From an optimization exercise on the open Yosys and OpenROAD flow, aimed at small area, a short achievable clock period and few clock cycles; shortcuts taken in it are not production practice. Where RTL was checked, it was by simulation tests only, not by an equivalence proof against the original. Function not checked in runs 2 and 3: the RTL went through the layout flow alone. Power figures rest on the tool's default switching activity, not on a simulated workload.

**design/flow/run.sh**
```bash
#!/bin/bash
# synth_recipe.tcl (not shown) runs the flow's synth.tcl, then flattens the netlist and writes it again
# the make line also repeats each setting of config.mk as NAME=value (left out here)
make -C /OpenROAD-flow-scripts/flow DESIGN_CONFIG=/design/flow/config.mk WORK_HOME=/design/flow/orfs CLKGATE_MAP_FILE= SYNTH_SCRIPT=/design/flow/synth_recipe.tcl finish
```
**design/flow/config.mk**
```make
export PLATFORM = sky130hd
export DESIGN_NAME = corr_engine
export DESIGN_NICKNAME = corr_engine
export VERILOG_FILES = /design/flow/design.v
export SDC_FILE = /design/flow/constraint.sdc
export NUM_CORES = 4
export LEC_CHECK = 0
export CAP_MARGIN = 20
export CORE_MARGIN = 2
export CORE_UTILIZATION = 40
export SETUP_SLACK_MARGIN = 4.2
export SLEW_MARGIN = 20
```
**design/flow/constraint.sdc**
```tcl
create_clock -name core_clock -period 7.5 [get_ports {clk}]
set_input_delay 1.5000 -clock core_clock [delete_from_list [all_inputs] [get_ports {clk}]]
set_output_delay 1.5000 -clock core_clock [all_outputs]
set_load 0.01 [all_outputs]
```
**design/flow/design.v**
```verilog
module corr_engine #(
    parameter TIMEOUT_TICKS = 10,
    parameter SEQ_RESET     = 0
) (
    input  wire       clk,
    input  wire       rst,           
    input  wire       cmd_valid,
    output wire       cmd_ready,
    input  wire [1:0] cmd_op,        
    input  wire [7:0] cmd_seq,       
    output reg        ev_valid,
    input  wire       ev_ready,
    output reg  [3:0] ev_code,
    output reg  [7:0] ev_seq
);
    localparam NE = TIMEOUT_TICKS;   
    localparam [1:0] OP_SEND    = 2'd0;
    localparam [1:0] OP_RESOLVE = 2'd1;
    localparam [1:0] OP_TICK    = 2'd2;
    localparam [3:0] EV_SEND_ACCEPTED = 4'h1;
    localparam [3:0] EV_SEND_REJECTED = 4'h2;
    localparam [3:0] EV_RESPONSE      = 4'h3;
    localparam [3:0] EV_TIMEOUT       = 4'h4;
    localparam [3:0] EV_UNMATCHED     = 4'hA;
    localparam [7:0] REASON_SEQ_BUSY  = 8'h01;
    integer i;
    genvar gr, gc;
    reg  [254:0] pend_valid;         
    reg  [7:0]   seq_ctr;
    reg          s_v;
    reg  [1:0]   s_op;
    reg  [7:0]   s_seq;
    reg          c_v;
    reg          c_send, c_res, c_tick;
    reg  [7:0]   c_seq;              
    reg  [15:0]  c_row, c_col;       
    reg          c_spec;             
    reg          last_rej;           
    reg          tk;                 
    reg          b_v;
    reg  [3:0]   b_code;
    reg  [7:0]   b_seq;
    reg  [7:0]   ctr_nx;             
    reg  [15:0]  m_reg;
    reg  [3:0]   m_row;
    reg  [7:0]   ep_start [0:NE-1];
    reg  [NE-1:0] ep_used;
    reg  [NE-1:0] ep_wrap;
    wire [255:0] vext = {1'b0, pend_valid};
    wire [15:0]  rowdata;
    generate
        for (gc = 0; gc < 16; gc = gc + 1) begin : g_rd
            wire [15:0] colbits;
            for (gr = 0; gr < 16; gr = gr + 1) begin : g_rb
                assign colbits[gr] = vext[16*gr + gc];
            end
            assign rowdata[gc] = |(colbits & c_row);
        end
    endgenerate
    wire hit_raw = |(rowdata & c_col);
    wire         xc_empty = !ep_used[0] || ep_wrap[1];
    wire [7:0]   xc_lo    = ep_wrap[0] ? seq_ctr : ep_start[0];
    wire [7:0]   xc_hi    = ep_start[1];
    wire [7:0]   xc_hm    = xc_hi - 8'd1;
    wire         xc_wrap  = (xc_lo >= xc_hi);
    wire         xc_hnz   = (xc_hi != 8'd0);
    reg          x_stale;
    reg          x_empty, x_wrap, x_hnz, x_jump;
    reg  [7:0]   x_lo, x_hm;
    reg  [3:0]   x_first, x_last;
    always @(posedge clk) begin
        x_empty <= xc_empty;
        x_wrap  <= xc_wrap;
        x_hnz   <= xc_hnz;
        x_lo    <= xc_lo;
        x_hm    <= xc_hm;
        x_first <= (xc_wrap && xc_hnz) ? 4'd0 : xc_lo[7:4];
        x_last  <= xc_wrap ? 4'd15 : xc_hm[7:4];
        x_jump  <= xc_wrap && (xc_hm[7:4] < xc_lo[7:4]);
    end
    wire [3:0]   r       = c_seq[7:4];
    wire [3:0]   r_next  = (x_jump && r == x_hm[7:4]) ? x_lo[7:4] : r + 4'd1;
    wire [15:0]  rmask;
    generate
        for (gc = 0; gc < 16; gc = gc + 1) begin : g_mask
            wire ge_lo = (r > x_lo[7:4]) || (r == x_lo[7:4] && gc >= x_lo[3:0]);
            wire le_hm = (r < x_hm[7:4]) || (r == x_hm[7:4] && gc <= x_hm[3:0]);
            assign rmask[gc] = x_wrap ? (ge_lo || (le_hm && x_hnz)) : (ge_lo && le_hm);
        end
    endgenerate
    wire         m_any    = |m_reg;
    reg  [3:0]   m_col;
    always @* begin
        m_col = 4'd0;
        for (i = 15; i >= 0; i = i - 1)
            if (m_reg[i]) m_col = i;
    end
    wire [15:0]  m_low    = 16'd1 << m_col;
    wire h_free    = !ev_valid || ev_ready;
    wire emit_to   = m_any && !b_v;
    wire exec_sr   = c_v && (c_send || c_res) && !m_any && !b_v;
    wire force_rej = c_spec && last_rej;
    wire hit       = hit_raw || (c_send && force_rej);
    wire send_ok   = exec_sr && c_send && !hit;
    wire t_act     = c_v && c_tick && !x_stale;
    wire t_empty   = !tk && x_empty;
    wire t_rowok   = tk || (r == x_first);
    wire m_room    = !m_any;
    wire t_read    = t_act && !t_empty && t_rowok && m_room;
    wire t_reload  = t_act && !t_empty && !t_rowok;
    wire t_last    = t_read && (r == x_last);
    wire t_done    = (t_act && t_empty) || t_last;
    wire t_adv     = t_read && !t_last;
    wire c_done    = exec_sr || t_done;
    wire c_load    = !c_v || c_done;
    assign cmd_ready = !s_v;
    wire   cmd_fire  = cmd_valid && !s_v;
    wire       n_v   = s_v || cmd_valid;
    wire [1:0] n_op  = s_v ? s_op  : cmd_op;
    wire [7:0] n_seq = s_v ? s_seq : cmd_seq;
    wire [7:0] ctr_inc  = ctr_nx;
    wire [7:0] ctr_inc2 = (ctr_nx == 8'd254) ? 8'd0 : ctr_nx + 8'd1;
    wire       ctr_step = exec_sr && c_send && !force_rej;    
    wire [7:0] ctr_spec = ctr_step ? ctr_inc : seq_ctr;
    reg  [7:0] a_next;
    always @* begin
        if (c_load)
            a_next = (n_op == OP_SEND) ? ctr_spec :
                     (n_op == OP_TICK) ? {x_first, 4'd0} : n_seq;
        else if (t_reload)
            a_next = {x_first, 4'd0};
        else if (t_adv)
            a_next = {r_next, 4'd0};
        else
            a_next = c_seq;
    end
    reg  [3:0] e_code;
    reg  [7:0] e_seq;
    always @* begin
        if (m_any) begin
            e_code = EV_TIMEOUT;
            e_seq  = {m_row, m_col};
        end else if (c_send) begin
            e_code = hit ? EV_SEND_REJECTED : EV_SEND_ACCEPTED;
            e_seq  = hit ? REASON_SEQ_BUSY  : seq_ctr;
        end else begin
            e_code = hit ? EV_RESPONSE : EV_UNMATCHED;
            e_seq  = c_seq;
        end
    end
    wire        wen  = (exec_sr && !(c_send && force_rej)) || t_read;
    wire        wval = c_send && !rst;
    wire [15:0] wrow = {16{rst}} | ({16{wen}} & c_row);
    wire [15:0] wcol = {16{rst}} | (t_read ? rmask : c_col);
    generate
        for (gr = 0; gr < 16; gr = gr + 1) begin : g_wr
            for (gc = 0; gc < 16; gc = gc + 1) begin : g_wc
                if (16*gr + gc < 255) begin : g_bit
                    always @(posedge clk)
                        if (wrow[gr] && wcol[gc])
                            pend_valid[16*gr + gc] <= wval;
                end
            end
        end
    endgenerate
    always @(posedge clk) begin
        c_seq <= a_next;
        for (i = 0; i < 16; i = i + 1) begin
            c_row[i] <= (a_next[7:4] == i);
            c_col[i] <= (a_next[3:0] == i);
        end
        if (c_load) begin
            c_send <= (n_op == OP_SEND);
            c_res  <= (n_op == OP_RESOLVE);
            c_tick <= (n_op == OP_TICK);
            c_spec <= ctr_step;
        end
        if (cmd_fire && !c_load) begin
            s_op  <= cmd_op;
            s_seq <= cmd_seq;
        end
        if (exec_sr && c_send)
            last_rej <= hit;
        if (!b_v) begin
            b_code <= e_code;
            b_seq  <= e_seq;
        end
        if (t_read)
            m_row <= r;
        x_stale <= t_done || (send_ok && ep_used[0] && (ep_wrap[0] || ctr_inc == ep_start[0] || ctr_inc == ep_start[1]));
        if (rst) begin
            s_v      <= 1'b0;
            c_v      <= 1'b0;
            tk       <= 1'b0;
            m_reg    <= 16'd0;
            seq_ctr  <= SEQ_RESET;
            ctr_nx   <= SEQ_RESET + 1;
            ev_valid <= 1'b0;
            b_v      <= 1'b0;
            ep_used  <= {NE{1'b0}};
            ep_wrap[NE-1]  <= 1'b0;
            ep_start[NE-1] <= SEQ_RESET;
        end else begin
            if (c_load)
                c_v <= n_v;
            if (c_load && s_v)
                s_v <= 1'b0;
            else if (cmd_fire && !c_load)
                s_v <= 1'b1;
            if (t_reload || t_adv)
                tk <= 1'b1;
            else if (t_done)
                tk <= 1'b0;
            if (t_read)
                m_reg <= rowdata & rmask;
            else if (emit_to)
                m_reg <= m_reg & ~m_low;
            if (h_free) begin
                ev_valid <= b_v || emit_to || exec_sr;
                if (b_v) begin
                    ev_code <= b_code;
                    ev_seq  <= b_seq;
                end else begin
                    ev_code <= e_code;
                    ev_seq  <= e_seq;
                end
            end
            if (h_free)
                b_v <= 1'b0;
            else if (emit_to || exec_sr)
                b_v <= 1'b1;
            if (send_ok) begin
                seq_ctr <= ctr_inc;
                ctr_nx  <= ctr_inc2;
                ep_used[NE-1] <= 1'b1;
                for (i = 0; i < NE; i = i + 1)
                    if (ctr_inc == ep_start[i])
                        ep_wrap[i] <= 1'b1;
            end
            if (t_done) begin
                for (i = 0; i < NE-1; i = i + 1) begin
                    ep_start[i] <= ep_start[i+1];
                    ep_used[i]  <= ep_used[i+1];
                    ep_wrap[i]  <= ep_wrap[i+1];
                end
                ep_start[NE-1] <= seq_ctr;
                ep_used[NE-1]  <= 1'b0;
                ep_wrap[NE-1]  <= 1'b0;
            end
        end
    end
endmodule
```
==> results of run 1 <==
==> metrics by stage <==
stage / hold slack [ps] / power [mW] / std cells / setup WS (ps) / util
finish: 454.7 / 6.756 / 2740 / 4215 / 0.4634
detailed placement: 445.0 / 4.143 / 2611 / 3002 / 0.4231
global placement: 440.8 / 4.124 / 2608 / 3123 / 0.4221
global route: 479.3 / 6.976 / 2739 / 4130 / 0.4634
CTS: 457.1 / 6.766 / 2725 / 4103 / 0.4597
floorplan: 382.7 / 3.810 / 1912 / 2786 / -
==> worst max path at each step <==
stage / from / cells after the start / slack [ps] / endpoint
after floorplan: rst / 5 / 2790 / pend_valid[0]
after global placement: m_reg[15] / 8 / 3120 / pend_valid[38]
after detailed placement: m_reg[15] / 7 / 3000 / pend_valid[82]
after CTS: m_reg[4] / 9 / 4100 / pend_valid[28]
after global routing: c_row[1] / 13 / 4130 / ev_code[0]
final: c_row[5] / 13 / 4210 / ev_code[0]
==> kinds of logic after synthesis <==
| logic type | count (synthesis) | share of synthesized area |
|---|---|---|
| simple gates | 552 | 0.1300 |
| flops | 504 | 0.6089 |
| compound gates | 489 | 0.1561 |
| buf+inv | 212 | 0.03808 |
| xor+xnor | 94 | 0.03642 |
| mux | 36 | 0.01666 |
| fa+ha+maj | 25 | 0.01384 |
==> critical path: cells and delay by family (launching register included) <==
kind                       cells  cell delay (ps)
AOI/OAI and AO/OA              4              780
adders and majority gates      1              240
buffers and inverters          3              640
DFF                            1              310
and+or+nand+nor                5             1040
==> final cells by class <==
| class | instances | area, sq um |
|---|---|---|
| fill | 5133 | 30140 |
| sequential | 504 | 13770 |
| multi-input combinational | 1198 | 8333 |
| clock buffer | 75 | 1480 |
| timing repair buffer | 117 | 1023 |
| tap | 756 | 945.9 |
| inverter | 65 | 259.0 |
| clock inverter | 23 | 210.2 |
| timing repair inverter | 1 | 5.005 |
| antenna | 1 | 2.502 |
==> cell usage after synthesis, types with 30 or more instances <==
cell	count
a221oi_1	60
nor3_1	83
buf_2	34
xor2_1	73
a21oi_1	140
a22o_1	60
nor2_1	162
clkbuf_1	94
inv_1	61
o21ai_0	44
edfxtp_1	367
dfxtp_1	137
nor4_1	30
nand2_1	113
==> power groups by stage <==
stage	Clock, mW	Combinational, mW	Sequential (mW)
5_1_grt	2.73	0.970	3.28
3_3_place_gp	0	0.809	3.31
6_report	2.58	0.915	3.26
3_5_place_dp	0	0.823	3.32
4_1_cts	2.62	0.880	3.26
2_1_floorplan	0	0.527	3.28
==> metal layers <==
| layer | track usage | routed length [microns] | vias to the layer above |
|---|---|---|---|
| met5 | 0 | 0 | - |
| li1 | - | - | 7338 |
| met4 | 0.07153 | 2014 | 0 |
| met2 | 0.3601 | 31210 | 689 |
| met1 | 0.2943 | 27840 | 8197 |
| met3 | 0.04817 | 5450 | 134 |
==> timing repair <==
item | CTS | global route
gates cloned | 2 | 1
buffers inserted | 14 | 13
pin swaps | 6 | 6
resized for setup | 50 | 26
setup endpoints to repair | 399 | 431
==> impl_metrics.ini, run 1 <==
[status]
outcome = no timing/DRC/antenna violations

[die]
dieWidth_microns = 241.7
initial_utilization = 0.4024
die_h_microns = 241.7
pin_count = 28
rows = 87
fp.dieArea_sq_um = 58430
core_sq_um = 56170

[pwr]
total_leakage_power_nw = 9.350
p_sw_frac = 0.2640
netSwitchingPower_mw = 1.783
p_seq_frac = 0.483
ir_drop_uv = 169.4
p_comb_frac = 0.135
intPower_mw = 4.972
p_per_area_nw_per_um2 = 259.5
p_clk_frac = 0.381

[synthesis]
synth_top_area_frac = 0.4875
postSynthCellCount = 1912
synthesis.area_sq_um = 22600
synth_cell_types = 88
seq_area_frac_synth = 0.6089
ys_warn_count = 2
synth_area_leaders = edfxtp_1 49%, dfxtp_1 12%, a21oi_1 3.1%, xor2_1 2.8%, nor2_1 2.7%
synth_top_area_cell = edfxtp_1
postSynth.asyncResetShare = 0
syn-num-nets = 1951
synthFlopType = edfxtp_1
synth_edf_count = 367
ys_ff_latch = 504
syn_area_per_cell_sq_um = 11.82

[routing]
vias_per_cell = 5.970
wire_per_inst_microns = 24.27
drt_wl_total_microns = 66510
first_iter_violations = 1713
dr.pass1.iters = 5
num_vias = 16360
drc = 0
ant_nets = 0

[timing]
fin_skew_ps = 22.05
max_freq_ghz = 0.3044
finalCritPeriodShare = 0.4380
fin_crit_ps = 3285
tightest_slew_ps = 1111
final.setup.tns_ps = 0
relSlewSlack = 0.2580
rsz0062_at_grt = yes
finalHoldViolations = 0
drv_slew = 0
setup_viol = 0

[clock_network]
holdBufCountCts = 0
numCtsBuffers = 53
clockBufferDepth = 3
htreeDepth = 2
clk_pin_slew_worst_paths_ps = 60
cts.sinks = 504
cts_tree = yes
clk_latency_ps = 620
cts_root_buf = clkbuf_16

[final_layout]
largest_reg_flops = 255
reg_top3 = pend_valid x255, ep_start x80
final_common_cell = edfxtp_1
nNetsFinal = 1979
layout_common_cells = 367 x edfxtp_1, 160 x nor2_1, 132 x a21oi_1, 131 x dfxtp_1, 110 x nand2_1
final_area_sq_um = 26030
area_growth_pct = 15.16
largest-register = pend_valid
drive_above_1_share = 0.1382

[run]
cap_violations = 0

[placement]
place_area_sq_um = 23770
gp_congestion = 0.9436
portBuffers = 27
hpwl_microns = 42500

[grt]
grt_pass1_vias = 16050
grt_max_degree = 128
grt_use_total = 0.2212
overflow = 0
antenna_found_initial = 3
grt_first_pass_wirelength_microns = 99490

[setup_path]
criticalPathCategory = reg -> reg
crit_chain = buf_4 -> a22o_1 -> a221oi_4 -> and4_4 -> o22ai_1 -> nor4_4 -> buf_4 -> buf_4 -> and2_4 -> and2_1 -> ha_1 -> nand2_1 -> o21ai_0
crit_required_ps = 7840
max_stage_delay_ps = 330
worstPathMaxFanout = 18
crit_top_cell = buf_4
slowest_stage = and4_4
reg2reg_to = ev_code[0]
r2r_setup_slack_ps = 4210
arrival_ps = 3630
worstSetupStartpointType = flip-flop
reg2reg_from = c_row[5]
rr_worst_depth = 13
end_kind = flip-flop

[worst_hold_path]
worstHoldEndpoint = b_code[2]
hold_depth = 2
min_from = b_code[2]
hold_class = reg -> reg
Testbench counts, summed over its fixed seeds: cycles 25,242.
==> run 2, diff against run 1 <==
--- a/design/flow/design.v
+++ b/design/flow/design.v
@@ -102,5 +102,6 @@
     wire force_rej = c_spec && last_rej;
     wire hit       = hit_raw || (c_send && force_rej);
-    wire send_ok   = exec_sr && c_send && !hit;
+    wire send_try  = exec_sr && c_send && !force_rej;    
+    wire send_ok   = send_try && !hit_raw;
     wire t_act     = c_v && c_tick && !x_stale;
     wire t_empty   = !tk && x_empty;
@@ -121,5 +122,5 @@
     wire [7:0] ctr_inc  = ctr_nx;
     wire [7:0] ctr_inc2 = (ctr_nx == 8'd254) ? 8'd0 : ctr_nx + 8'd1;
-    wire       ctr_step = exec_sr && c_send && !force_rej;    
+    wire       ctr_step = send_try;                           
     wire [7:0] ctr_spec = ctr_step ? ctr_inc : seq_ctr;
     reg  [7:0] a_next;
@@ -135,18 +136,37 @@
             a_next = c_seq;
     end
-    reg  [3:0] e_code;
-    reg  [7:0] e_seq;
+    wire        n_send = s_v ? (s_op == OP_SEND) : (cmd_op == OP_SEND);
+    wire        n_tick = s_v ? (s_op == OP_TICK) : (cmd_op == OP_TICK);
+    reg  [15:0] row_next, col_next;
     always @* begin
-        if (m_any) begin
-            e_code = EV_TIMEOUT;
-            e_seq  = {m_row, m_col};
-        end else if (c_send) begin
-            e_code = hit ? EV_SEND_REJECTED : EV_SEND_ACCEPTED;
-            e_seq  = hit ? REASON_SEQ_BUSY  : seq_ctr;
-        end else begin
-            e_code = hit ? EV_RESPONSE : EV_UNMATCHED;
-            e_seq  = c_seq;
-        end
-    end
+        for (i = 0; i < 16; i = i + 1) begin
+            if (c_load)
+                row_next[i] = n_send ? (ctr_step ? (ctr_nx[7:4] == i) : (seq_ctr[7:4] == i)) :
+                              n_tick ? (x_first == i) :
+                              (s_v ? (s_seq[7:4] == i) : (cmd_seq[7:4] == i));
+            else if (t_reload)
+                row_next[i] = (x_first == i);
+            else if (t_adv)
+                row_next[i] = (r_next == i);
+            else
+                row_next[i] = c_row[i];
+            if (c_load)
+                col_next[i] = n_send ? (ctr_step ? (ctr_nx[3:0] == i) : (seq_ctr[3:0] == i)) :
+                              n_tick ? (i == 0) :
+                              (s_v ? (s_seq[3:0] == i) : (cmd_seq[3:0] == i));
+            else
+                col_next[i] = c_col[i];
+        end
+    end
+    wire [3:0] eh_code = m_any ? EV_TIMEOUT : c_send ? EV_SEND_REJECTED : EV_RESPONSE;
+    wire [3:0] em_code = m_any ? EV_TIMEOUT : c_send ? EV_SEND_ACCEPTED : EV_UNMATCHED;
+    wire [7:0] eh_seq  = m_any ? {m_row, m_col} : c_send ? REASON_SEQ_BUSY : c_seq;
+    wire [7:0] em_seq  = m_any ? {m_row, m_col} : c_seq;
+    wire [3:0] e_code  = hit ? eh_code : em_code;
+    wire [7:0] e_seq   = hit ? eh_seq  : em_seq;
+    wire [3:0] hh_code = b_v ? b_code : eh_code;
+    wire [3:0] hm_code = b_v ? b_code : em_code;
+    wire [7:0] hh_seq  = b_v ? b_seq  : eh_seq;
+    wire [7:0] hm_seq  = b_v ? b_seq  : em_seq;
     wire        wen  = (exec_sr && !(c_send && force_rej)) || t_read;
     wire        wval = c_send && !rst;
@@ -188,5 +208,5 @@
         if (t_read)
             m_row <= r;
-        x_stale <= t_done || (send_ok && ep_used[0] && (ep_wrap[0] || ctr_inc == ep_start[0] || ctr_inc == ep_start[1]));
+        x_stale <= t_done || (send_ok && (ep_wrap[0] || ctr_inc == ep_start[0] || ctr_inc == ep_start[1]));
         if (rst) begin
             s_v      <= 1'b0;
@@ -218,11 +238,6 @@
             if (h_free) begin
                 ev_valid <= b_v || emit_to || exec_sr;
-                if (b_v) begin
-                    ev_code <= b_code;
-                    ev_seq  <= b_seq;
-                end else begin
-                    ev_code <= e_code;
-                    ev_seq  <= e_seq;
-                end
+                ev_code <= hit ? hh_code : hm_code;
+                ev_seq  <= hit ? hh_seq  : hm_seq;
             end
             if (h_free)
@@ -234,8 +249,8 @@
                 ctr_nx  <= ctr_inc2;
                 ep_used[NE-1] <= 1'b1;
-                for (i = 0; i < NE; i = i + 1)
-                    if (ctr_inc == ep_start[i])
-                        ep_wrap[i] <= 1'b1;
-            end
+            end
+            for (i = 0; i < NE; i = i + 1)
+                if (send_try && ctr_nx == ep_start[i] && !hit_raw)
+                    ep_wrap[i] <= 1'b1;
             if (t_done) begin
                 for (i = 0; i < NE-1; i = i + 1) begin
--- a/design/flow/config.mk
+++ b/design/flow/config.mk
@@ -9,4 +9,4 @@
 export CORE_MARGIN = 2
 export CORE_UTILIZATION = 40
-export SETUP_SLACK_MARGIN = 4.2
+export SETUP_SLACK_MARGIN = 4.5
 export SLEW_MARGIN = 20
==> run 2 against run 1 <==
Critical path depth is 2 lower. Die area is 2.2% lower. First-iteration DRC count is 0.58% higher. Wire length is 5.5% higher. Global-route usage hardly changed. Via count is 0.81% lower. Critical path type unchanged. Non-clock buffer count is 104 higher. Synthesized cell count is 4.0% lower. Clock skew is 2.4 ps lower. Worst setup slack worse by 120 ps. Critical endpoint is now c_col[5]. Core utilization is 5.3 points higher.
==> impl_metrics.ini, run 2 <==
[status]
outcome = no timing/DRC/antenna violations

[placement]
portBuffers = 27
hpwl_microns = 37270
gp_congestion = 0.8486
post-place-ws_ps = 3073

[synthesis]
synth_top_area_cell = edfxtp_1
synth_top_area_frac = 0.5152
synth_cell_types = 88
ys_warn_count = 2
synth_common_cells = 379 x edfxtp_1, 352 x nor2_1, 125 x dfxtp_1
syn_area_per_cell_sq_um = 12.03
synthFlopType = edfxtp_1
ys_ff_latch = 504
synthesis.area_sq_um = 22090
yosysMostFrequentCell = edfxtp_1
syn-num-nets = 1874
postSynthCellCount = 1836
seq_area_frac_synth = 0.6285
postSynth.asyncResetShare = 0
synth_edf_count = 379
synth_area_leaders = edfxtp_1 52%, dfxtp_1 11%, nor2_1 6.0%, xnor2_1 3.7%, a22o_1 2.5%

[timing]
rsz0062_at_grt = yes
tightest_slew_ps = 1173
finalCritPeriodShare = 0.4546
fin_skew_ps = 19.61
setup_viol = 0
relSlewSlack = 0.2098
setup_ws_ps = 4090
whs_ps = 402.3
finalHoldViolations = 0
drv_slew = 0
max_freq_ghz = 0.2933
final.setup.tns_ps = 0
fin_crit_ps = 3410

[clock_network]
clk_pin_slew_worst_paths_ps = 60
htreeDepth = 2
clk_latency_ps = 610
cts_tree = yes
cts.sinks = 504
clockBufferDepth = 3
cts_root_buf = clkbuf_16
numCtsBuffers = 51

[setup_path]
crit_required_ps = 8040
worstPathMaxFanout = 9
path_delay_family = simple AND/OR/NAND/NOR gates
end_kind = flip-flop
worstSetupStartpointType = flip-flop
arrival_ps = 3950
critPathBufInv = 4
slowest_stage = a222oi_1
max_stage_delay_ps = 820
r2r_setup_slack_ps = 4090
criticalPathCategory = reg -> reg
rr_worst_depth = 11
crit_chain = nor4_4 -> and4_4 -> inv_8 -> nor4b_4 -> buf_6 -> buf_4 -> mux2_4 -> a222oi_1 -> o2bb2ai_4 -> buf_12 -> and4bb_2
path_depth = 11

[routing]
drc = 0
vias_per_cell = 5.937
wire_per_inst_microns = 25.67
ant_nets = 0
dr.pass1.iters = 8
first_iter_violations = 1723
num_vias = 16230
drt_wl_total_microns = 70140

[final_layout]
final_common_cell = edfxtp_1
nNetsFinal = 2025
fillCellCount = 4612
reg_top3 = pend_valid x255, ep_start x80
layout_common_cells = 379 x edfxtp_1, 278 x nor2_1, 110 x dfxtp_1, 93 x xnor2_1, 90 x buf_4
area_growth_pct = 28.32
drive_above_1_share = 0.2765
diodes = 0
largest_reg_flops = 255
largest-register = pend_valid
utilization = 0.5166

[die]
die_h_microns = 239.0
dieWidth_microns = 239.0
fp.dieArea_sq_um = 57120
core_sq_um = 54880
rows = 86
pin_count = 28
initial_utilization = 0.4026

[pwr]
p_per_area_nw_per_um2 = 254.4
total_leakage_power_nw = 10.14
p_total_mw = 7.212
ir_drop_uv = 146.7

[grt]
grt_pass1_vias = 15200
grt_use_total = 0.2217
antenna_found_initial = 1
grt_max_degree = 256
overflow = 0
grt_first_pass_wirelength_microns = 95110

[run]
cap_violations = 0

[worst_hold_path]
hold_class = reg -> reg
hold_depth = 1
==> run 2: changes by cell type after synthesis, sizes merged, moves of 11 or more <==
cell	before	now
o21ai	49	60
xor2	73	1
buf	53	41
a41o	13	2
xnor2	21	93
a21o	23	6
dfxtp	137	125
nand2	113	65
nor2	163	353
nor3	84	18
edfxtp	367	379
nand4	11	26
nor4	37	9
a21oi	141	59
==> run 2: worst paths after layout <==
kind / from / endpoint
min reg2reg: ep_used[0] / x_empty
max: m_reg[9] / c_col[5]
min: ep_used[0] / x_empty
max reg2reg: m_reg[9] / c_col[5]
==> run 2: timing repair <==
action	CTS	global route
gates resized for setup	140	306
gates cloned	5	30
hold buffers	0	0
setup endpoints to repair	430	361
pin swaps	46	83
buffers inserted	54	62
==> run 2: logic make-up after synthesis <==
family / count (synthesis) / synth area share
compound gates: 379 / 0.1320
flops: 504 / 0.6285
fa+ha+maj: 24 / 0.01359
mux: 44 / 0.02073
xor+xnor: 94 / 0.03727
buf+inv: 190 / 0.03665
simple gates: 601 / 0.1313
==> run 2: worst register-to-register path, cell delays in order (launching register included) <==
cell and delay [ps]:
dfxtp_4 360, nor4_4 300, and4_4 320, inv_8 40, nor4b_4 220, buf_6 170
buf_4 140, mux2_4 320, a222oi_1 820, o2bb2ai_4 170, buf_12 200, and4bb_2 290
==> run 2: layout make-up <==
cell class | count | area, sq um | share of cell area
Sequential cell | 504 | 13920 | 0.4912
Multi-Input combinational cell | 1146 | 8846 | 0.3120
Timing Repair Buffer | 221 | 2670 | 0.09419
Clock buffer | 72 | 1510 | 0.05327
Tap cell | 704 | 880.8 | 0.03107
Inverter | 62 | 261.5 | 0.009225
Clock inverter | 23 | 247.7 | 0.008739
Timing Repair inverter | 1 | 7.507 | 0.0002648
==> run 2: routing by layer <==
metal / vias up / part of all wire / GRT usage
met1: 8140 / 0.40 / 0.2948
met2: 797 / 0.48 / 0.3761
met4: 0 / 0.036 / 0.07008
met3: 160 / 0.087 / 0.02933
met5: - / 0 / 0
li1: 7129 / - / -
==> run 2: report_power, final <==
group          internal (mW)  switching (mW)
Combinational          0.535           0.724
Clock                   1.57            1.09
Sequential              3.20          0.0851
==> run 2: through the flow <==
step,instances,cell area [sq um]
2_1_floorplan,1836,22250
3_3_place_gp,2487,23150
3_5_place_dp,2487,23160
4_1_cts,2641,26120
5_1_grt,2733,28350
6_report,2733,28350
==> run 3, diff against run 2 <==
--- a/design/flow/design.v
+++ b/design/flow/design.v
@@ -89,5 +89,5 @@
         end
     endgenerate
-    wire         m_any    = |m_reg;
+    reg          m_any;              
     reg  [3:0]   m_col;
     always @* begin
@@ -208,5 +208,5 @@
         if (t_read)
             m_row <= r;
-        x_stale <= t_done || (send_ok && (ep_wrap[0] || ctr_inc == ep_start[0] || ctr_inc == ep_start[1]));
+        x_stale <= t_done || (send_ok && ep_used[0] && (ep_wrap[0] || ctr_inc == ep_start[0] || ctr_inc == ep_start[1]));
         if (rst) begin
             s_v      <= 1'b0;
@@ -214,4 +214,5 @@
             tk       <= 1'b0;
             m_reg    <= 16'd0;
+            m_any    <= 1'b0;
             seq_ctr  <= SEQ_RESET;
             ctr_nx   <= SEQ_RESET + 1;
@@ -232,8 +233,11 @@
             else if (t_done)
                 tk <= 1'b0;
-            if (t_read)
+            if (t_read) begin
                 m_reg <= rowdata & rmask;
-            else if (emit_to)
+                m_any <= |(rowdata & rmask);
+            end else if (emit_to) begin
                 m_reg <= m_reg & ~m_low;
+                m_any <= |(m_reg & ~m_low);
+            end
             if (h_free) begin
                 ev_valid <= b_v || emit_to || exec_sr;
--- a/design/flow/config.mk
+++ b/design/flow/config.mk
@@ -9,4 +9,4 @@
 export CORE_MARGIN = 2
 export CORE_UTILIZATION = 40
-export SETUP_SLACK_MARGIN = 4.5
+export SETUP_SLACK_MARGIN = 4.3
 export SLEW_MARGIN = 20
==> run 3 against run 2 <==
Global-route usage shrank 0.94 points. Critical path depth shrank 2. Count of clock-buffer cells in the layout grew 5. Cell count grew 1.3%. Worst hold slack gained 35 ps. Die area grew 2.0%. Maximum frequency grew 6.3%.
==> impl_metrics.ini, run 3 <==
[synthesis]
synth_edf_count = 379
synth_cell_types = 78
yosysMostFrequentCell = nor2_1
postSynth.asyncResetShare = 0
synthFlopType = edfxtp_1
synth_top_area_cell = edfxtp_1
synth_common_cells = 381 x nor2_1, 379 x edfxtp_1, 126 x dfxtp_1
postSynthCellCount = 1944
syn-num-nets = 1982
synthesis.area_sq_um = 22550
seq_area_frac_synth = 0.6165
synth_top_area_frac = 0.5047
syn_area_per_cell_sq_um = 11.60
ys_warn_count = 2
synth_area_leaders = edfxtp_1 50%, dfxtp_1 11%, nor2_1 6.3%, a22o_1 2.6%, a221oi_1 2.5%
ys_ff_latch = 505

[die]
pin_count = 28
rows = 87
core_sq_um = 56060
fp.dieArea_sq_um = 58290
dieWidth_microns = 241.4
initial_utilization = 0.4023
die_h_microns = 241.4

[setup_path]
critPathBufInv = 1
end_kind = flip-flop
slowest_stage = clkdlybuf4s50_1
path_delay_family = compound AO/OA/AOI/OAI gates
crit_top_cell = nor2_1
arrival_ps = 3690
crit_required_ps = 7980
worstSetupStartpointType = input port
crit_chain = clkdlybuf4s50_1 -> mux2i_4 -> nor2_1 -> a311oi_1 -> a21oi_1 -> a22o_1 -> mux2i_2 -> nand2b_1 -> nor2_1
max_stage_delay_ps = 470
criticalPathCategory = in -> reg
worstPathMaxFanout = 8

[final_layout]
layout_common_cells = 379 x edfxtp_1, 373 x nor2_1, 119 x dfxtp_1, 82 x a21oi_1, 77 x nand2_1
drive_above_1_share = 0.1392
largest_reg_flops = 255
largest-register = pend_valid
final_common_cell = edfxtp_1
diodes = 0
area_growth_pct = 15.99
nNetsFinal = 2006
reg_top3 = pend_valid x255, ep_start x80

[clock_network]
holdBufCountCts = 0
clk_latency_ps = 630
numCtsBuffers = 54
cts.sinks = 505
clk_pin_slew_worst_paths_ps = 60
cts_root_buf = clkbuf_16
clockBufferDepth = 3
cts_tree = yes
htreeDepth = 2

[routing]
drt_wl_total_microns = 62770
vias_per_cell = 5.786
first_iter_violations = 1798
dr.pass1.iters = 6
drc = 0
wire_per_inst_microns = 22.68
ant_nets = 0
num_vias = 16020

[grt]
grt_pass1_vias = 15470
met3_usage = 0.03179
antenna_found_initial = 0
grt_max_degree = 119
grt_first_pass_wirelength_microns = 93640
use_met1 = 0.2835
use_met2 = 0.3495
grt_use_total = 0.2124
busiest_layer = met2
overflow = 0

[timing]
finalHoldViolations = 0
final.setup.tns_ps = 0
relSlewSlack = 0.2860
whs_ps = 437.5
fin_skew_ps = 49.49
rsz0062_at_grt = yes
fin_crit_ps = 3208
setup_viol = 0
drv_slew = 0
finalCritPeriodShare = 0.4278
max_freq_ghz = 0.3117
tightest_slew_ps = 1070

[placement]
gp_congestion = 0.9208
hpwl_microns = 38310
portBuffers = 27

[worst_hold_path]
hold_class = reg -> reg

[pwr]
netSwitchingPower_mw = 1.935
p_comb_frac = 0.158
p_seq_frac = 0.476
total_leakage_power_nw = 9.233
p_sw_frac = 0.2754
p_clk_frac = 0.366
p_per_area_nw_per_um2 = 268.6
intPower_mw = 5.091
ir_drop_uv = 228.2

[run]
cap_violations = 0

[status]
outcome = no timing/DRC/antenna violations
## run 3: metrics by stage
stage	instance area, sq um	util	std cells	setup WS, ps	power, mW
global route	26160	0.4666	2768	4231	7.272
global placement	23530	0.4197	2631	3016	4.358
floorplan	22620	-	1944	2790	4.004
detailed placement	23550	0.4201	2631	3039	4.379
CTS	25800	0.4603	2754	4069	7.005
finish	26160	0.4666	2768	4292	7.026
## run 3: cells by family after synthesis
group                    share of synthesized area
flip-flops                                  0.6165
AND/OR/NAND/NOR                             0.1312
AO/OA/AOI/OAI                               0.1445
buffers and inverters                      0.03895
adder cells (fa/ha/maj)                    0.01332
XOR/XNOR                                   0.03651
multiplexers                               0.01903
## run 3: worst register-to-register path: stages, from the launching register on
cell and delay (ps):
dfxtp_2 430, xor2_1 130, nor4_2 440, a21oi_2 150
nor2_2 240, nand2_2 210, buf_12 230, o21ai_4 200
buf_4 250, a21oi_2 60, buf_4 280, nor2_1 160
## run 3: layout make-up
cell class,instances,area [sq um]
fill,5113,29900
clock inverter,23,227.7
sequential,505,13910
multi-input combinational,1241,8247
clock buffer,77,1489
timing repair buffer,104,1091
tap,756,945.9
inverter,62,240.2
## run 3: power groups by stage
stage | Combinational, mW | Clock [mW] | Sequential [mW]
2_1_floorplan | 0.659 | 0 | 3.35
3_3_place_gp | 0.965 | 0 | 3.39
3_5_place_dp | 0.982 | 0 | 3.40
4_1_cts | 1.03 | 2.63 | 3.34
5_1_grt | 1.18 | 2.73 | 3.36
6_report | 1.11 | 2.57 | 3.34
## run 3: final timing paths
kind | start | end | slack (ps) | cells past startpoint
worst max-delay path | cmd_op[1] | c_row[12] | 4290 | 9
worst min-delay path | ep_used[0] | x_empty | 440 | 1
worst max register to register | c_seq[7] | pend_valid[225] | 4370 | 11
worst min register to register | ep_used[0] | x_empty | 440 | 1
## run 3: per-layer routing
layer	share of wire	vias up	routed length (microns)
met5	0	-	0
met4	0.037	0	2296
met3	0.076	139	4780
met2	0.47	643	29490
met1	0.42	7982	26200
li1	-	7251	-
## run 3: repair_timing
action,4_1_cts,5_1_grt
gates cloned,2,2
endpoints found under the setup margin,531,364
gates resized for setup,46,45
pin swaps,16,10
setup buffers,21,11
==> run 4, diff against run 3 <==
--- a/design/flow/design.v
+++ b/design/flow/design.v
@@ -113,5 +113,6 @@
     wire t_done    = (t_act && t_empty) || t_last;
     wire t_adv     = t_read && !t_last;
-    wire c_done    = exec_sr || t_done;
+    wire c_nop     = c_v && !(c_send || c_res || c_tick);    
+    wire c_done    = exec_sr || t_done || c_nop;
     wire c_load    = !c_v || c_done;
     assign cmd_ready = !s_v;
@@ -135,27 +136,4 @@
         else
             a_next = c_seq;
-    end
-    wire        n_send = s_v ? (s_op == OP_SEND) : (cmd_op == OP_SEND);
-    wire        n_tick = s_v ? (s_op == OP_TICK) : (cmd_op == OP_TICK);
-    reg  [15:0] row_next, col_next;
-    always @* begin
-        for (i = 0; i < 16; i = i + 1) begin
-            if (c_load)
-                row_next[i] = n_send ? (ctr_step ? (ctr_nx[7:4] == i) : (seq_ctr[7:4] == i)) :
-                              n_tick ? (x_first == i) :
-                              (s_v ? (s_seq[7:4] == i) : (cmd_seq[7:4] == i));
-            else if (t_reload)
-                row_next[i] = (x_first == i);
-            else if (t_adv)
-                row_next[i] = (r_next == i);
-            else
-                row_next[i] = c_row[i];
-            if (c_load)
-                col_next[i] = n_send ? (ctr_step ? (ctr_nx[3:0] == i) : (seq_ctr[3:0] == i)) :
-                              n_tick ? (i == 0) :
-                              (s_v ? (s_seq[3:0] == i) : (cmd_seq[3:0] == i));
-            else
-                col_next[i] = c_col[i];
-        end
     end
     wire [3:0] eh_code = m_any ? EV_TIMEOUT : c_send ? EV_SEND_REJECTED : EV_RESPONSE;
--- a/design/flow/config.mk
+++ b/design/flow/config.mk
@@ -9,4 +9,4 @@
 export CORE_MARGIN = 2
 export CORE_UTILIZATION = 40
-export SETUP_SLACK_MARGIN = 4.3
+export SETUP_SLACK_MARGIN = 4.4
 export SLEW_MARGIN = 20
==> run 4 against run 3 <==
Still clean on timing, DRC and antenna. Count of clock-buffer cells in the layout down 2. Area after synthesis decreased by 0.45%. Non-clock buffer count rose by 27. Total power is 3.2% lower. Design area grew 1.2%. Via count increased by 1.3%. Register-to-register slack got worse by 90 ps. Clock power barely moved. Core utilization up 1.2 points. Critical endpoint is now m_any. Largest power group unchanged.
==> impl_metrics.ini, run 4 <==
[setup_path]
slowest_stage = or4_1
r2r_setup_slack_ps = 4280
crit_top_cell = buf_4
arrival_ps = 3740
end_kind = flip-flop
max_stage_delay_ps = 530
path_delay_family = simple AND/OR/NAND/NOR gates
worstSetupStartpointType = flip-flop
rr_worst_depth = 12
criticalPathCategory = reg -> reg
reg2reg_to = m_any
crit_required_ps = 8010
worstPathMaxFanout = 6
critPathBufInv = 3
reg2reg_from = c_seq[4]
crit_chain = clkinvlp_4 -> buf_4 -> ha_4 -> nor2b_4 -> o211ai_1 -> buf_4 -> a211oi_2 -> o22ai_2 -> nor2b_2 -> or4_1 -> or4_4 -> o211a_1
crit_path_start = c_seq[4]

[final_layout]
largest_reg_flops = 255
reg_top3 = pend_valid x255, ep_start x80
final_area_sq_um = 26480
final-seq-area_sq_um = 13940
final_common_cell = edfxtp_1
largest-register = pend_valid
diodes = 0
nNetsFinal = 2044
layout_common_cells = 379 x edfxtp_1, 367 x nor2_1, 106 x dfxtp_1, 88 x buf_4, 80 x a21oi_1
area_growth_pct = 17.96
utilization = 0.4788
multi_input_area_sq_um = 8443
fillCellCount = 4962
drive_above_1_share = 0.1659
layout.cells.non_filler = 2798

[timing]
setup_ws_ps = 4275
tightest_slew_ps = 1038
drv_slew = 0
rsz0062_at_grt = yes
max_freq_ghz = 0.3101
finalHoldViolations = 0
fin_crit_ps = 3225
finalCritPeriodShare = 0.4300
setup_viol = 0
fin_skew_ps = 30.25
whs_ps = 446.2
final.setup.tns_ps = 0
relSlewSlack = 0.3069

[placement]
hpwl_microns = 41030
dp.cells = 2627
portBuffers = 27
gp_congestion = 0.8932
place_area_sq_um = 23480
post-place-ws_ps = 3237

[routing]
num_vias = 16220
drt_wl_total_microns = 65290
first_iter_violations = 1758
vias_per_cell = 5.796
drc = 0
dr.pass1.iters = 6
ant_nets = 0
wire_per_inst_microns = 23.34

[synthesis]
ys_warn_count = 2
syn_area_per_cell_sq_um = 11.57
synth_edf_count = 379
yosysMostFrequentCell = nor2_1
synth_adder_area_share = 0.01338
syn-num-nets = 1979
synth_cell_types = 77
synth_top_area_cell = edfxtp_1
synthesis.area_sq_um = 22450
synth_top_family_by_area = compound AO/OA/AOI/OAI gates
synth_top_area_frac = 0.5070
synth-xor-area-share = 0.03668
ys_ff_latch = 505
synth_mux_area_frac = 0.02458
synth_area_leaders = edfxtp_1 51%, dfxtp_1 11%, nor2_1 6.4%, a221oi_1 2.6%, a22o_1 2.5%
synth_common_cells = 384 x nor2_1, 379 x edfxtp_1, 126 x dfxtp_1
postSynthCellCount = 1941
synthFlopType = edfxtp_1
seq_area_frac_synth = 0.6194
postSynth.asyncResetShare = 0
synth_compound_area_frac = 0.1391
synthSimpleGateAreaFrac = 0.1328

[clock_network]
clockBufferDepth = 3
clk_pin_slew_worst_paths_ps = 60
holdBufCountCts = 0
cts_tree = yes
clk_latency_ps = 620
numCtsBuffers = 55
cts.sinks = 505
htreeDepth = 2
cts_root_buf = clkbuf_16

[grt]
overflow = 0
antenna_found_initial = 0
grt_pass1_vias = 15660
grt_use_total = 0.2234
grt_first_pass_wirelength_microns = 97370
grt_max_degree = 100

[die]
fp.dieArea_sq_um = 58030
dieWidth_microns = 240.9
pin_count = 28
core_sq_um = 55310
initial_utilization = 0.4059
rows = 86
die_h_microns = 240.9

[run]
cap_violations = 0

[pwr]
total_leakage_power_nw = 9.497
p_total_mw = 6.799
ir_drop_uv = 179.8
p_per_area_nw_per_um2 = 256.8

[status]
outcome = no timing/DRC/antenna violations

[worst_hold_path]
hold_class = reg -> reg
min_from = ep_used[0]
hold_depth = 1
worstHoldEndpoint = x_empty
-- run 4: area by class of cell --
class | count | area share
Clock buffer | 75 | 0.05571
Clock inverter | 26 | 0.007891
Inverter | 66 | 0.009781
Multi-Input combinational cell | 1247 | 0.3189
Sequential cell | 505 | 0.5265
Tap cell | 748 | 0.03534
Timing Repair Buffer | 131 | 0.04593
-- run 4: metal layers --
metal	track usage	share of wire	up-vias
met5	0	0	-
met4	0.07931	0.033	0
met3	0.03877	0.079	148
met2	0.3525	0.46	738
met1	0.3106	0.43	8038
li1	-	-	7292
-- run 4: kinds of logic after synthesis --
| family | after synthesis |
|---|---|
| simple gates | 650 |
| flops | 505 |
| compound gates | 421 |
| buf+inv | 193 |
| xor+xnor | 94 |
| mux | 54 |
| fa+ha+maj | 24 |
-- run 4: timing repair --
action,in CTS,in global routing
pin swaps,25,26
cloned,2,3
gates resized for setup,89,64
endpoints found under the setup margin,434,397
setup buffers,29,36
-- run 4: power by group --
group	total (mW)	switching, mW	internal, mW
clock network	2.56	1.11	1.45
registers	3.32	0.131	3.19
logic	0.922	0.547	0.375
total	6.80	1.79	5.01
-- run 4: worst max path at each step --
stage	end	slack, ps	depth (start not counted)
floorplan	pend_valid[0]	2740	5
global placement	c_col[2]	3320	9
detailed placement	c_col[15]	3240	8
CTS	m_any	4410	11
global route	m_any	4230	12
finish	m_any	4280	12
Testbench counts of run 4, summed over its fixed seeds: cycles 25,242.
==> run 5, diff against run 4 <==
==> design/flow/flow/run.sh (new file) <==
#!/bin/bash
# The standard layout (the standard.sh, all steps), except that the
# buffers buffer_ports puts on every input and output port are
# sky130_fd_sc_hd__buf_2 cells instead of the tool's default choice.
# The full output of the flow goes to standard.log in this folder; the
# per-step tool logs stay under orfs/logs as standard.sh writes them.
export BUFFER_PORTS_ARGS="-buffer_cell sky130_fd_sc_hd__buf_2"
bash standard.sh > standard.log 2>&1
==> design/flow/standard.sh (new file) <==
#!/bin/bash
# synth_recipe.tcl (not shown) runs the flow's synth.tcl, then flattens the netlist and writes it again
# the make line also repeats each setting of config.mk as NAME=value (left out here)
make -C /OpenROAD-flow-scripts/flow DESIGN_CONFIG=/design/flow/config.mk WORK_HOME=/design/flow/orfs CLKGATE_MAP_FILE= SYNTH_SCRIPT=/design/flow/synth_recipe.tcl "${@:-finish}"
removed: design/flow/run.sh
==> run 5 against run 4 <==
Count of clock-buffer cells in the layout grew 2. Area after synthesis is the same. Critical path depth shrank 3.
==> impl_metrics.ini, run 5 <==
[setup_path]
worstSetupStartpointType = flip-flop
critPathBufInv = 0
path_delay_family = compound AO/OA/AOI/OAI gates
worstPathMaxFanout = 7
crit_chain = ha_1 -> and3_4 -> a221o_2 -> o21ai_0 -> o22a_1 -> o221ai_1 -> or4_1 -> or4_4 -> o211a_1
r2r_setup_slack_ps = 4310
path_depth = 9
end_kind = flip-flop
max_stage_delay_ps = 500
criticalPathCategory = reg -> reg
rr_worst_depth = 9
reg2reg_to = m_any
arrival_ps = 3670
reg2reg_from = c_seq[5]
crit_required_ps = 7980
slowest_stage = or4_4

[die]
initial_utilization = 0.4059
rows = 86
fp.dieArea_sq_um = 58030
core_sq_um = 55310
pin_count = 28
dieWidth_microns = 240.9
die_h_microns = 240.9

[routing]
vias_per_cell = 5.778
wire_per_inst_microns = 22.69
dr.pass1.iters = 8
ant_nets = 0
drt_wl_total_microns = 62890
num_vias = 16010
first_iter_violations = 1921
drc = 0

[timing]
fin_crit_ps = 3191
setup_ws_ps = 4309
tightest_slew_ps = 1161
max_freq_ghz = 0.3134
rsz0062_at_grt = yes
finalHoldViolations = 0
finalCritPeriodShare = 0.4254
fin_skew_ps = 39.99
drv_slew = 0
setup_viol = 0
relSlewSlack = 0.2260
final.setup.tns_ps = 0

[synthesis]
ys_warn_count = 2
synth_area_leaders = edfxtp_1 51%, dfxtp_1 11%, nor2_1 6.4%, a221oi_1 2.6%, a22o_1 2.5%
synth_cell_types = 77
ys_ff_latch = 505
yosysMostFrequentCell = nor2_1
syn_area_per_cell_sq_um = 11.57
synth_common_cells = 384 x nor2_1, 379 x edfxtp_1, 126 x dfxtp_1
postSynth.asyncResetShare = 0
syn-num-nets = 1979
synth_top_area_cell = edfxtp_1
synthesis.area_sq_um = 22450
synthFlopType = edfxtp_1
synth_top_area_frac = 0.5070
postSynthCellCount = 1941
seq_area_frac_synth = 0.6194
synth_edf_count = 379

[worst_hold_path]
hold_depth = 1
hold_class = reg -> reg
min_from = ep_used[0]
worstHoldEndpoint = x_empty

[final_layout]
drive_above_1_share = 0.1641
reg_top3 = pend_valid x255, ep_start x80
largest_reg_flops = 255
nNetsFinal = 2017
diodes = 0
largest-register = pend_valid
final_common_cell = edfxtp_1
area_growth_pct = 16.11
layout_common_cells = 379 x edfxtp_1, 378 x nor2_1, 103 x dfxtp_1, 84 x a21oi_1, 77 x nand2_1

[clock_network]
clk_latency_ps = 620
clk_pin_slew_worst_paths_ps = 60
cts_tree = yes
cts.sinks = 505
clockBufferDepth = 3
htreeDepth = 2
cts_root_buf = clkbuf_16
numCtsBuffers = 53

[grt]
grt_first_pass_wirelength_microns = 93850
overflow = 0
grt_pass1_vias = 15370
grt_use_total = 0.2147
antenna_found_initial = 2
grt_max_degree = 256

[run]
cap_violations = 0

[placement]
gp_congestion = 0.9193
post-place-ws_ps = 3327
portBuffers = 27
hpwl_microns = 38800

[pwr]
total_leakage_power_nw = 9.371
p_per_area_nw_per_um2 = 258.0
ir_drop_uv = 177.2

[status]
outcome = no timing/DRC/antenna violations
## run 5: cell counts after synthesis
No cell type changed its count.
## run 5: per-stage QoR
| step | total power [mW] | cells | instance area [sq um] | hold slack [ps] | util |
|---|---|---|---|---|---|
| after detailed placement | 4.085 | 2623 | 23380 | 433.9 | 0.4227 |
| final | 6.724 | 2771 | 26060 | 438.5 | 0.4712 |
| after global placement | 4.068 | 2623 | 23340 | 448.0 | 0.4219 |
| after floorplan | 3.794 | 1941 | 22520 | 382.2 | - |
| after CTS | 6.685 | 2752 | 25610 | 447.8 | 0.4631 |
| after global routing | 6.938 | 2771 | 26060 | 471.7 | 0.4712 |
## run 5: cell families after synthesis
logic type,count (synthesis),share of synthesized area
AOI/OAI and AO/OA,421,0.1391
xor gates and xnor gates,94,0.03668
adders and majority gates,24,0.01338
buffers and inverters,193,0.03417
DFF,505,0.6194
muxes,54,0.02458
and+or+nand+nor,650,0.1328
## run 5: layer usage
metal / GRT usage / vias up / share of wire
li1: - / 7245 / -
met2: 0.3411 / 636 / 0.46
met1: 0.3001 / 8001 / 0.44
met4: 0.06809 / 0 / 0.033
met3: 0.03683 / 129 / 0.072
met5: 0 / - / 0
## run 5: worst max-delay path by stage
stage                               end     start  slack [ps]
after detailed placement     ep_wrap[2]  c_row[1]        3330
after global placement       ep_wrap[8]  c_row[1]        3440
after CTS                         m_any   x_lo[5]        4410
after floorplan           pend_valid[0]       rst        2740
final                             m_any  c_seq[5]        4310
after global routing              m_any   x_lo[5]        4230
## run 5: cell type report
| class | count | area [sq um] |
|---|---|---|
| multi-input cells | 1249 | 8338 |
| flip-flops and latches | 505 | 13960 |
| well taps | 748 | 935.9 |
| clock inverters | 22 | 136.4 |
| fillers | 4958 | 29240 |
| inverters | 66 | 255.2 |
| clock buffers | 77 | 1549 |
| repair buffers | 104 | 887.1 |
## run 5: what timing repair did
item                       4_1_cts  5_1_grt
setup buffers                   27       16
setup endpoints to repair      423      582
resized for setup               77       45
hold buffers                     0        0
pin swaps                       16       11
gates cloned                     3        3
## run 5: power by group
part           total, mW  internal (mW)  switching (mW)
Clock               2.54           1.44            1.10
Sequential          3.31           3.19           0.125
Combinational      0.872          0.329           0.543
==> run 6, diff against run 5 <==
--- a/design/flow/design.v
+++ b/design/flow/design.v
@@ -66,4 +66,6 @@
     wire         xc_hnz   = (xc_hi != 8'd0);
     reg          x_stale;
+    reg          sa_d;               
+    reg          ctr_chg;            
     reg          x_empty, x_wrap, x_hnz, x_jump;
     reg  [7:0]   x_lo, x_hm;
@@ -104,4 +106,10 @@
     wire send_try  = exec_sr && c_send && !force_rej;    
     wire send_ok   = send_try && !hit_raw;
+    wire s_a       = send_try && ep_used[0] && (ep_wrap[0] || ctr_nx == ep_start[0] || ctr_nx == ep_start[1]);
+    reg  [NE-1:0] f_hit;
+    always @* begin
+        for (i = 0; i < NE; i = i + 1)
+            f_hit[i] = ctr_chg && (seq_ctr == ep_start[i]);
+    end
     wire t_act     = c_v && c_tick && !x_stale;
     wire t_empty   = !tk && x_empty;
@@ -186,5 +194,6 @@
         if (t_read)
             m_row <= r;
-        x_stale <= t_done || (send_ok && ep_used[0] && (ep_wrap[0] || ctr_inc == ep_start[0] || ctr_inc == ep_start[1]));
+        x_stale <= t_done || s_a || sa_d;
+        sa_d    <= s_a;
         if (rst) begin
             s_v      <= 1'b0;
@@ -200,4 +209,5 @@
             ep_wrap[NE-1]  <= 1'b0;
             ep_start[NE-1] <= SEQ_RESET;
+            ctr_chg  <= 1'b0;
         end else begin
             if (c_load)
@@ -232,12 +242,12 @@
                 ep_used[NE-1] <= 1'b1;
             end
-            for (i = 0; i < NE; i = i + 1)
-                if (send_try && ctr_nx == ep_start[i] && !hit_raw)
-                    ep_wrap[i] <= 1'b1;
+            ctr_chg <= send_ok;
+            if (!t_done)
+                ep_wrap <= ep_wrap | f_hit;
             if (t_done) begin
                 for (i = 0; i < NE-1; i = i + 1) begin
                     ep_start[i] <= ep_start[i+1];
                     ep_used[i]  <= ep_used[i+1];
-                    ep_wrap[i]  <= ep_wrap[i+1];
+                    ep_wrap[i]  <= ep_wrap[i+1] || f_hit[i+1];
                 end
                 ep_start[NE-1] <= seq_ctr;
--- a/design/flow/config.mk
+++ b/design/flow/config.mk
@@ -9,4 +9,4 @@
 export CORE_MARGIN = 2
 export CORE_UTILIZATION = 40
-export SETUP_SLACK_MARGIN = 4.4
+export SETUP_SLACK_MARGIN = 4.7
 export SLEW_MARGIN = 20
==> run 6 against run 5 <==
Via count grew 4.5%. Clock skew grew 3.2 ps. Clock power grew 9.4%. Global-route usage grew 0.13 points. Total power grew 8.7%. Area after synthesis grew 2.0%. Non-clock buffer count grew 96. Synthesized cell count grew 2.6%. Largest cell class unchanged. Largest power group unchanged.
==> impl_metrics.ini, run 6 <==
[status]
outcome = no timing/DRC/antenna violations

[synthesis]
synth_top_area_cell = edfxtp_1
ys_warn_count = 2
synth_adder_area_share = 0.01360
synth_mux_area_frac = 0.02540
synth_cell_types = 84
synth_top_area_frac = 0.4969
syn_area_per_cell_sq_um = 11.50
postSynth.asyncResetShare = 0
postSynthCellCount = 1991
ys_ff_latch = 507
synth_edf_count = 379
yosysMostFrequentCell = nor2_1
synthFlopType = edfxtp_1
syn-num-nets = 2029
synth_compound_area_frac = 0.1366
synth_area_leaders = edfxtp_1 50%, dfxtp_1 11%, nor2_1 6.5%, a22o_1 2.5%, xnor2_1 2.3%
synthesis.area_sq_um = 22900
synth_common_cells = 394 x nor2_1, 379 x edfxtp_1, 128 x dfxtp_1
synth_top_family_by_area = compound AO/OA/AOI/OAI gates
synth-xor-area-share = 0.04206
seq_area_frac_synth = 0.6088
synthSimpleGateAreaFrac = 0.1327

[timing]
fin_skew_ps = 43.18
tightest_slew_ps = 1038
drv_slew = 0
whs_ps = 416.1
setup_viol = 0
relSlewSlack = 0.2972
finalCritPeriodShare = 0.3828
max_freq_ghz = 0.3483
final.setup.tns_ps = 0
finalHoldViolations = 0
fin_crit_ps = 2871
rsz0062_at_grt = yes

[setup_path]
rr_worst_depth = 12
crit_required_ps = 8040
max_stage_delay_ps = 540
arrival_ps = 3410
reg2reg_to = ctr_nx[5]
crit_path_start = c_row[9]
worstPathMaxFanout = 6
reg2reg_from = c_row[9]
critical_path.endpoint = ctr_nx[5]
slowest_stage = or4_4
r2r_setup_slack_ps = 4630
criticalPathCategory = reg -> reg
crit_top_cell = buf_12
crit_chain = buf_12 -> buf_12 -> a22o_1 -> a221oi_2 -> and4_4 -> o22ai_2 -> nor4_4 -> buf_6 -> buf_4 -> nand4_1 -> or4_4 -> o31ai_2
end_kind = flip-flop
worstSetupStartpointType = flip-flop

[clock_network]
numCtsBuffers = 55
holdBufCountCts = 0
clk_pin_slew_worst_paths_ps = 60
clockBufferDepth = 3
htreeDepth = 2
cts.sinks = 507
cts_tree = yes
cts_root_buf = clkbuf_16
clk_latency_ps = 640

[grt]
grt_first_pass_wirelength_microns = 98320
grt_max_degree = 124
antenna_found_initial = 0
grt_use_total = 0.2160
overflow = 0
grt_pass1_vias = 16050

[routing]
drt_wl_total_microns = 66310
vias_per_cell = 5.756
wire_per_inst_microns = 22.81
first_iter_violations = 1714
dr.pass1.iters = 7
ant_nets = 0
num_vias = 16730
drc = 0

[run]
cap_violations = 0

[placement]
portBuffers = 27
gp_congestion = 0.8675
place_area_sq_um = 23890
hpwl_microns = 40510

[final_layout]
largest-register = pend_valid
reg_top3 = pend_valid x255, ep_start x80
diodes = 0
largest_reg_flops = 255
layout_common_cells = 384 x nor2_1, 379 x edfxtp_1, 120 x buf_4, 115 x dfxtp_1, 66 x a22o_1
multi_input_area_sq_um = 9213
final_common_cell = nor2_1
drive_above_1_share = 0.2431
nNetsFinal = 2143
area_growth_pct = 23.08
final-seq-area_sq_um = 13980
fillCellCount = 4910
final_area_sq_um = 28190

[die]
initial_utilization = 0.4054
die_h_microns = 243.3
fp.dieArea_sq_um = 59190
core_sq_um = 56500
pin_count = 28
rows = 87
dieWidth_microns = 243.3

[pwr]
total_leakage_power_nw = 10.16
p_per_area_nw_per_um2 = 259.2
ir_drop_uv = 166.1

[worst_hold_path]
hold_class = reg -> reg
==> run 6: changes by cell type after synthesis, moves of 13 or more <==
cell,delta
a21oi_1,-17
nand2_1,-22
nand2b_1,-15
nor3_1,-13
o21ai_0,+28
xnor2_1,+30
xor2_1,-14
==> run 6: cells by family after synthesis <==
group	Yosys count
AOI/OAI and AO/OA	426
xor gates and xnor gates	110
adders and majority gates	25
buffers and inverters	216
DFF	507
muxes	57
and+or+nand+nor	650
==> run 6: per-layer routing <==
| metal | vias up | part of all wire | wire, microns | track usage |
|---|---|---|---|---|
| met3 | 127 | 0.064 | 4259 | 0.03437 |
| met4 | 0 | 0.031 | 2083 | 0.07560 |
| met5 | - | 0 | 0 | 0 |
| met2 | 616 | 0.48 | 31830 | 0.3549 |
| li1 | 7598 | - | - | - |
| met1 | 8392 | 0.42 | 28140 | 0.2903 |
==> run 6: worst min path at each step <==
stage	endpoint	cells after the start	slack [ps]	from
after floorplan	x_empty	1	380	ep_used[0]
after global placement	x_stale	1	400	sa_d
after detailed placement	x_stale	1	400	sa_d
after CTS	x_stale	1	420	sa_d
after global routing	x_stale	1	450	sa_d
final	x_stale	1	420	sa_d
==> run 6: worst max-delay path, delay by kind of cell, from the launching register on <==
kind                   cells  cell delay, ps
AO/OA/AOI/OAI              4             550
buffers and inverters      4             550
flip-flops                 1             330
AND/OR/NAND/NOR            4            1330
==> run 6: what timing repair did <==
action / CTS / global route
setup endpoints to repair: 670 / 451
setup buffers: 58 / 62
endpoints found under the hold margin: 0 / 0
pin swaps: 46 / 55
resized for setup: 170 / 115
cloned: 2 / 5
==> run 6: power by group <==
group	total, mW	switching [mW]	leakage [nW]	internal [mW]
Sequential	3.30	0.0859	4.71	3.21
Clock	2.78	1.14	0.914	1.64
Combinational	1.23	0.716	4.53	0.515
Total	7.31	1.94	10.2	5.37
==> run 6: layout make-up <==
type,instances,area share
repair buffers,200,0.06822
clock buffers,79,0.05601
well taps,756,0.03355
inverters,69,0.009409
multi-input cells,1272,0.3268
clock inverters,24,0.01012
flip-flops and latches,507,0.4959
==> run 6: stage by stage <==
stage	std cells	utilization	setup slack (ps)	total power [mW]
floorplan	1991	-	2761	3.886
global placement	2674	0.4222	3461	4.172
detailed placement	2677	0.4229	3468	4.195
CTS	2840	0.4793	4701	7.159
global route	2907	0.4990	4504	7.540
finish	2907	0.4990	4629	7.306
Testbench counts of run 6, summed over its fixed seeds: cycles 25,242.
==> run 7, diff against run 6 <==
--- a/design/flow/config.mk
+++ b/design/flow/config.mk
@@ -9,4 +9,4 @@
 export CORE_MARGIN = 2
 export CORE_UTILIZATION = 40
-export SETUP_SLACK_MARGIN = 4.7
+export SETUP_SLACK_MARGIN = 4.55
 export SLEW_MARGIN = 20
==> run 7 against run 6 <==
Sequential share of layout area increased by 2.7 points. Global-route usage about the same. Still clean on timing, DRC and antenna. Critical path depth decreased by 1. Die area unchanged. Highest routed layer unchanged. Wire length decreased by 1.7%.
==> impl_metrics.ini, run 7 <==
[run]
cap_violations = 0

[routing]
dr.pass1.iters = 5
drc = 0
first_iter_violations = 1809
drt_wl_total_microns = 65200
vias_per_cell = 5.793
ant_nets = 0
wire_per_inst_microns = 23.12
num_vias = 16340

[setup_path]
worstPathMaxFanout = 17
criticalPathCategory = reg -> reg
reg2reg_to = ctr_nx[5]
rr_worst_depth = 11
arrival_ps = 3450
worstSetupStartpointType = flip-flop
end_kind = flip-flop
r2r_setup_slack_ps = 4570
reg2reg_from = c_row[3]
crit_path_start = c_row[3]
crit_required_ps = 8020

[synthesis]
synthesis.area_sq_um = 22900
yosysMostFrequentCell = nor2_1
syn_area_per_cell_sq_um = 11.50
postSynthCellCount = 1991
synth_cell_types = 84
synth_area_leaders = edfxtp_1 50%, dfxtp_1 11%, nor2_1 6.5%, a22o_1 2.5%, xnor2_1 2.3%
synth_edf_count = 379
synthFlopType = edfxtp_1
seq_area_frac_synth = 0.6088
syn-num-nets = 2029
synth_common_cells = 394 x nor2_1, 379 x edfxtp_1, 128 x dfxtp_1
synth_top_area_frac = 0.4969
postSynth.asyncResetShare = 0
synth_top_area_cell = edfxtp_1
ys_ff_latch = 507
ys_warn_count = 2

[final_layout]
largest_reg_flops = 255
area_growth_pct = 16.51
nNetsFinal = 2056
reg_top3 = pend_valid x255, ep_start x80
layout_common_cells = 390 x nor2_1, 379 x edfxtp_1, 121 x dfxtp_1, 66 x a22o_1
final_common_cell = nor2_1
final_area_sq_um = 26690
diodes = 0
largest-register = pend_valid
drive_above_1_share = 0.1730

[grt]
grt_max_degree = 109
antenna_found_initial = 0
grt_first_pass_wirelength_microns = 97760
overflow = 0
grt_use_total = 0.2156
grt_pass1_vias = 15840

[pwr]
netSwitchingPower_mw = 1.853
total_leakage_power_nw = 9.468
p_seq_frac = 0.473
p_per_area_nw_per_um2 = 262.0
p_clk_frac = 0.380
ir_drop_uv = 169.2
p_comb_frac = 0.147
p_sw_frac = 0.2650
intPower_mw = 5.138

[clock_network]
clockBufferDepth = 3
holdBufCountCts = 0
numCtsBuffers = 54
htreeDepth = 2
clk_latency_ps = 610
cts_tree = yes
cts_root_buf = clkbuf_16
cts.sinks = 507
clk_pin_slew_worst_paths_ps = 60

[timing]
tightest_slew_ps = 901.2
rsz0062_at_grt = yes
max_freq_ghz = 0.3416
finalCritPeriodShare = 0.3903
drv_slew = 0
relSlewSlack = 0.3984
finalHoldViolations = 0
final.setup.tns_ps = 0
fin_skew_ps = 33.88
setup_ws_ps = 4573
fin_crit_ps = 2927
setup_viol = 0

[worst_hold_path]
min_from = sa_d
hold_depth = 1
worstHoldEndpoint = x_stale
hold_class = reg -> reg

[placement]
post-place-ws_ps = 3455
gp_congestion = 0.8713
place_area_sq_um = 23770
hpwl_microns = 40910
portBuffers = 27

[die]
pin_count = 28
rows = 87
fp.dieArea_sq_um = 59190
dieWidth_microns = 243.3
core_sq_um = 56500
die_h_microns = 243.3
initial_utilization = 0.4054

[status]
outcome = no timing/DRC/antenna violations
==> run 7: cell counts after synthesis <==
Identical to the previous run, type by type.
==> run 7: worst max path at each step <==
stage                 endpoint  slack, ps  cells past startpoint
2_1_floorplan    pend_valid[0]       2760                      5
3_3_place_gp   pend_valid[188]       3360                      9
3_5_place_dp   pend_valid[119]       3450                      9
4_1_cts                  m_any       4540                     10
5_1_grt               c_col[4]       4480                      9
6_report             ctr_nx[5]       4570                     11
==> run 7: worst max-delay path: stages (launching register included) <==
cell and delay (ps):
dfxtp_1 310, buf_6 180, a22o_1 230, a221oi_1 310, and4_2 410, o22ai_1 150, nor4_4 170, buf_6 170
buf_4 130, nand4_1 190, or4_1 530, o31ai_1 70
==> run 7: timing repair <==
action | CTS | global route
pin swaps | 20 | 28
buffers inserted | 19 | 25
cloned | 1 | 2
resized for setup | 85 | 73
endpoints found under the setup margin | 537 | 417
==> run 7: final cells by class <==
cell class / instances / area (sq um)
well taps: 756 / 945.9
repair buffers: 115 / 1100
flip-flops and latches: 507 / 13960
multi-input cells: 1271 / 8663
clock inverters: 36 / 352.8
inverters: 69 / 266.5
clock buffers: 66 / 1396
fillers: 5026 / 29810
==> run 7: layer usage <==
layer	share of wire	GRT usage	vias up
li1	-	-	7400
met4	0.030	0.07398	0
met3	0.078	0.03855	115
met5	0	0	-
met1	0.41	0.2885	8135
met2	0.48	0.3531	685
==> run 7: logic make-up (layout without fill, tap and decap cells) <==
logic type	Yosys count	in the layout	share of synthesized area
flops	507	507	0.6088
fa+ha+maj	25	25	0.01360
xor+xnor	110	110	0.04206
mux	57	58	0.02540
simple gates	650	652	0.1327
buf+inv	216	286	0.04092
compound gates	426	426	0.1366
==> run 7: power by group through the flow <==
stage               Sequential, mW  Combinational, mW  Clock [mW]
floorplan                     3.31              0.554           0
global route                  3.32               1.09        2.81
finish                        3.31               1.03        2.65
CTS                           3.30              0.925        2.70
detailed placement            3.36              0.819           0
global placement              3.36              0.806           0
==> run 7: metrics by stage <==
step | instances | power, mW | hold slack, ps | util
6_report | 2820 | 6.991 | 415.9 | 0.4724
4_1_cts | 2793 | 6.927 | 418.5 | 0.4637
3_3_place_gp | 2671 | 4.164 | 401.2 | 0.4204
5_1_grt | 2820 | 7.226 | 442.8 | 0.4724
2_1_floorplan | 1991 | 3.868 | 382.2 | -
3_5_place_dp | 2671 | 4.180 | 404.6 | 0.4208

-- separate check: timing with driven ports --
The flow's constraints put no driver on any port. The routed layouts listed below were extracted and timed again, unchanged, in two steps. Step 1 (the two cells are an assumption about what drives the block):
set clk [get_ports {clk}]
set_driving_cell -lib_cell sky130_fd_sc_hd__clkbuf_16 $clk
set_driving_cell -lib_cell sky130_fd_sc_hd__buf_2 [delete_from_list [all_inputs] $clk]
Step 2 also shifts input and output timing later by t, the mid clock arrival at the registers, as if the neighbouring blocks saw the same clock. Slacks: no drivers / after step 1 / after step 2; pairs: no drivers / after step 1.
| run | shift t [ns] | setup slack, ns | latest minus earliest clock arrival (ns) | slew at the worst register clock pin (ns) |
|---|---|---|---|---|
| run 1 | 0.669 | 4.215 / 4.215 / 3.772 | 0.022 / 0.022 | 0.07 / 0.07 |
| run 2 | 0.663 | 4.090 / 4.090 / 3.657 | 0.019 / 0.020 | 0.07 / 0.07 |
| run 3 | 0.666 | 4.292 / 4.327 / 3.660 | 0.051 / 0.051 | 0.06 / 0.06 |
| run 4 | 0.668 | 4.275 / 4.275 / 3.839 | 0.030 / 0.030 | 0.06 / 0.06 |
| run 5 | 0.657 | 4.309 / 4.309 / 3.710 | 0.041 / 0.041 | 0.07 / 0.07 |
| run 6 | 0.675 | 4.629 / 4.629 / 4.018 | 0.044 / 0.044 | 0.06 / 0.06 |
| run 7 | 0.653 | 4.573 / 4.573 / 4.049 | 0.036 / 0.036 | 0.07 / 0.07 |
After both steps setup and hold are still met in every run listed. The setup slack of run 3, which loses most, moves by +0.035 ns with the drivers and by -0.632 ns with both steps.
